Background: an optimization exercise with open tools, aiming at small area. Do not read the settings as production practice. RTL that was checked went through simulation tests only; none was proved equivalent to the original. The flow treats the clock pin as an ideal source. Dropping or thinning the clock tree relies on that and would not hold on a real chip. Power is estimated from default activity; no workload was simulated.

== lane 1 ==
Design u2v2_framer, start of the top module:
module u2v2_framer (
    input  wire        clk,
    input  wire        rst,           
    input  wire        rd_req,
    input  wire        rd_cancel,
    output wire        busy,
    output wire        out_valid,
    output wire [63:0] out_payload,
    output wire        in_ready,
    input  wire        in_valid,
    input  wire [7:0]  in_data
);
Size in the first run: ~80 I/O pins, roughly 3400 µm² of cells after synthesis.
==> module u2v2_framer, before the edit <==
module u2v2_framer (
    input  wire        clk,
    input  wire        rst,           
    input  wire        rd_req,
    input  wire        rd_cancel,
    output wire        busy,
    output wire        out_valid,
    output wire [63:0] out_payload,
    output wire        in_ready,
    input  wire        in_valid,
    input  wire [7:0]  in_data
);
    reg [3:0] n [0:23];
    reg [4:0] c;
    reg [3:0] L;
    reg       due;
    reg       full;
    reg       busy_q;
    reg [3:0] X, Y;
    reg       k;
    wire aligned = c[4] & c[3];                 
    wire c_1     = (c == 5'd1);
    wire c_2     = (c == 5'd2);
    wire lo_ph   = ~c[0];                       
    wire emptying = due & ~full;                
    wire L15      = (L == 4'd15);
    wire ld       = emptying ? (c == 5'd20 | c == 5'd19)
                             : (c == 5'd22 | c == 5'd21);
    wire add_en   = ~due & (c <= 5'd20);
    wire xm       = emptying & L[3];
    wire head02, in02, in03, cy;
    wire [3:0] acc_nx;
    wire [3:0] xor_out;
    u2v2_packet_decoder u_pd (
        .head_lo  (n[0]),
        .head_hi  (n[1]),
        .tap      (n[20]),
        .in_data  (in_data),
        .acc      (X),
        .cin      (k),
        .ld       (ld),
        .add_en   (add_en),
        .xor_en   (xm),
        .lo_ph    (lo_ph),
        .head02   (head02),
        .in02     (in02),
        .in03     (in03),
        .acc_nx   (acc_nx),
        .cy       (cy),
        .xor_out  (xor_out)
    );
    wire sum_ok = (&X) & (&Y) & (&L) & (n[21] == 4'd0);
    wire can_take = aligned & ~due & (full | ~L15);
    assign in_ready  = busy_q & ~rd_cancel & can_take;
    wire take = in_ready & in_valid;
    wire good = full & sum_ok & in03;
    wire ins  = take & ~good;
    wire scan = ~due & ~full & L15;
    wire hit  = scan & lo_ph & head02;           
    wire ld_L = full & aligned & ~take;
    wire inc  = take ? (~full & (L != 4'd0 | in02))
                     : (full ? (~due & ~lo_ph & cy)
                             : ((scan & c_2 & ~hit) | (emptying & L15 & c_1)));
    assign busy      = busy_q;
    assign out_valid = busy_q & emptying & ~L[3] & aligned;
    assign out_payload = {n[5],  n[4],  n[7],  n[6],  n[9],  n[8],
                          n[11], n[10], n[13], n[12], n[15], n[14],
                          n[17], n[16], n[19], n[18]};
    integer i;
    always @(posedge clk) begin
        for (i = 1; i < 23; i = i + 1)
            if (i != 19)
                n[i] <= n[i + 1];
        n[19] <= xor_out;
        n[23] <= ins ? in_data[3:0] : n[0];
        n[0]  <= ins ? in_data[7:4] : n[1];
        X <= Y;
        Y <= acc_nx;
        k <= lo_ph & cy;
    end
    always @(posedge clk) begin
        if (rst) begin
            busy_q <= 1'b0;
            due    <= 1'b0;
            full   <= 1'b0;
            L      <= 4'd0;
            c      <= 5'd24;
        end else begin
            if (!busy_q)
                busy_q <= rd_req;
            else if (out_valid | rd_cancel)
                busy_q <= 1'b0;
            if (ins)
                c <= 5'd1;
            else
                c <= c_1 ? 5'd24 : c - 5'd1;
            if (take) begin
                if (full) begin
                    due  <= good | head02;
                    full <= ~good & head02;
                end else if (L == 4'd12) begin
                    due  <= 1'b1;
                    full <= 1'b1;
                end
            end else if (out_valid | (due & ld_L)) begin
                due <= 1'b0;
            end
            if (hit)
                L <= c[4:1];
            else if (ld_L)
                L <= ~n[20];
            else if (take & full)
                L <= 4'd15;
            else if (inc)
                L <= L + 4'd1;
        end
    end
endmodule
==> flow/config.mk <==
export PLATFORM = sky130hd
export DESIGN_NAME = u2v2_framer
export DESIGN_NICKNAME = u2v2_framer
export VERILOG_FILES = /design/flow/design.v
export SDC_FILE = /design/flow/constraint.sdc
export NUM_CORES = 4
export LEC_CHECK = 0
export CAP_MARGIN = 20
export CORE_MARGIN = 2
export CORE_UTILIZATION = 80
export PLACE_DENSITY = 0.85
export SLEW_MARGIN = 20
==> flow/constraint.sdc <==
create_clock -name core_clock -period 10.0 [get_ports {clk}]
set_input_delay 2.0000 -clock core_clock [delete_from_list [all_inputs] [get_ports {clk}]]
set_output_delay 2.0000 -clock core_clock [all_outputs]
set_load 0.01 [all_outputs]
standard.sh (not shown) runs the stock make flow with config.mk's settings and CLKGATE_MAP_FILE= SYNTH_SCRIPT=/design/flow/synth_recipe.tcl, a recipe that flattens the netlist after the stock synthesis.
==> flow/flow/run.sh <==
#!/bin/bash
# Standard layout, with single-drive port buffers, a clock tree without
# dummy loads and power (size) recovery after global routing, followed by
# a slew/capacitance repair (flow/post_grt.tcl); the clock tree is rebuilt
# as balanced clusters after CTS (flow/post_cts.tcl, flow/mtree.tcl).
set -euo pipefail
here=$(pwd)
bash standard.sh \
  "BUFFER_PORTS_ARGS=-buffer_cell sky130_fd_sc_hd__buf_1" \
  "CTS_ARGS=-sink_clustering_enable -repair_clock_nets -dont_use_dummy_load -buf_list sky130_fd_sc_hd__clkbuf_4" \
  "RECOVER_POWER=100" \
  "POST_CTS_TCL=$here/flow/post_cts.tcl" \
  "POST_GLOBAL_ROUTE_TCL=$here/flow/post_grt.tcl" \
  finish > make_finish.log 2>&1
Other scripts of this flow, unchanged in this note and not shown: flow/flow/mtree.tcl, flow/flow/post_cts.tcl, flow/flow/post_grt.tcl
> inputs changed (lane 1 -> lane 2)
--- a/flow/design.v
+++ b/flow/design.v
@@ -66,7 +66,8 @@
     wire L15      = (L == 4'd15);
     wire ld       = emptying ? (c == 5'd20 | c == 5'd19)
                              : (c == 5'd22 | c == 5'd21);
-    wire add_en   = ~due & (c <= 5'd20);
+    wire c_gt20   = c[4] & (c[3] | (c[2] & (c[1] | c[0])));    
+    wire add_en   = ~due & ~c_gt20;
     wire xm       = emptying & L[3];
     wire head02, in02, in03, cy;
     wire [3:0] acc_nx;
- Area: lane 2 vs lane 1 -> lane 2 larger
- ~same sequential share of power in lane 2 and lane 1
- Between lane 2 and lane 1, it is lane 2 whose met2 capacity usage during global routing is lower, by 9.9 points.
- The routed length on met3 of lane 2 is lower than that of lane 1.
- Worst-case hold slack was lower in the run labelled lane 2.
- From lane 1 to lane 2 the numbers moved as follows: core box area went up by 270 µm², final setup skew increased by 0.015 ns relative to the old numbers, die area now larger.
- Relative to lane 1, the synthesized cell count measured on lane 2 has increased slightly.
The RTL of lane 2 was laid out without a check of its function. In every run of this note, the design's own scripts or RTL, not TritonCTS, make the clock network.

[separate check: timing with driven ports]
In the flow no input, the clock included, has a driving cell. The finished layouts below were timed again as built, in two steps. Step 1, drivers: a clkbuf_16 drives clk and a buf_2 each remaining input, both assumed. Step 2 moves the port delays by t, midway between the first and last clock arrival at a register: inputs arrive t later, outputs are due t later. That takes back most of the time a late clock gives input paths. Three values: ideal, step 1, step 2; two values: the first two.
run | t, ns | setup slack, ns | hold WS [ns] | worst register clock-pin slew, ns
lane 1 | 0.502 | 4.928 / 4.928 / 4.749 | 0.327 / 0.327 / 0.327 | 0.11 / 0.11
lane 2 | 0.459 | 5.424 / 5.401 / 5.401 | 0.319 / 0.319 / 0.319 | 0.10 / 0.10
After both steps every run listed still meets setup and hold. The setup slack of lane 1, which loses most, moves by 0.000 ns with the drivers and by -0.179 ns with both steps.
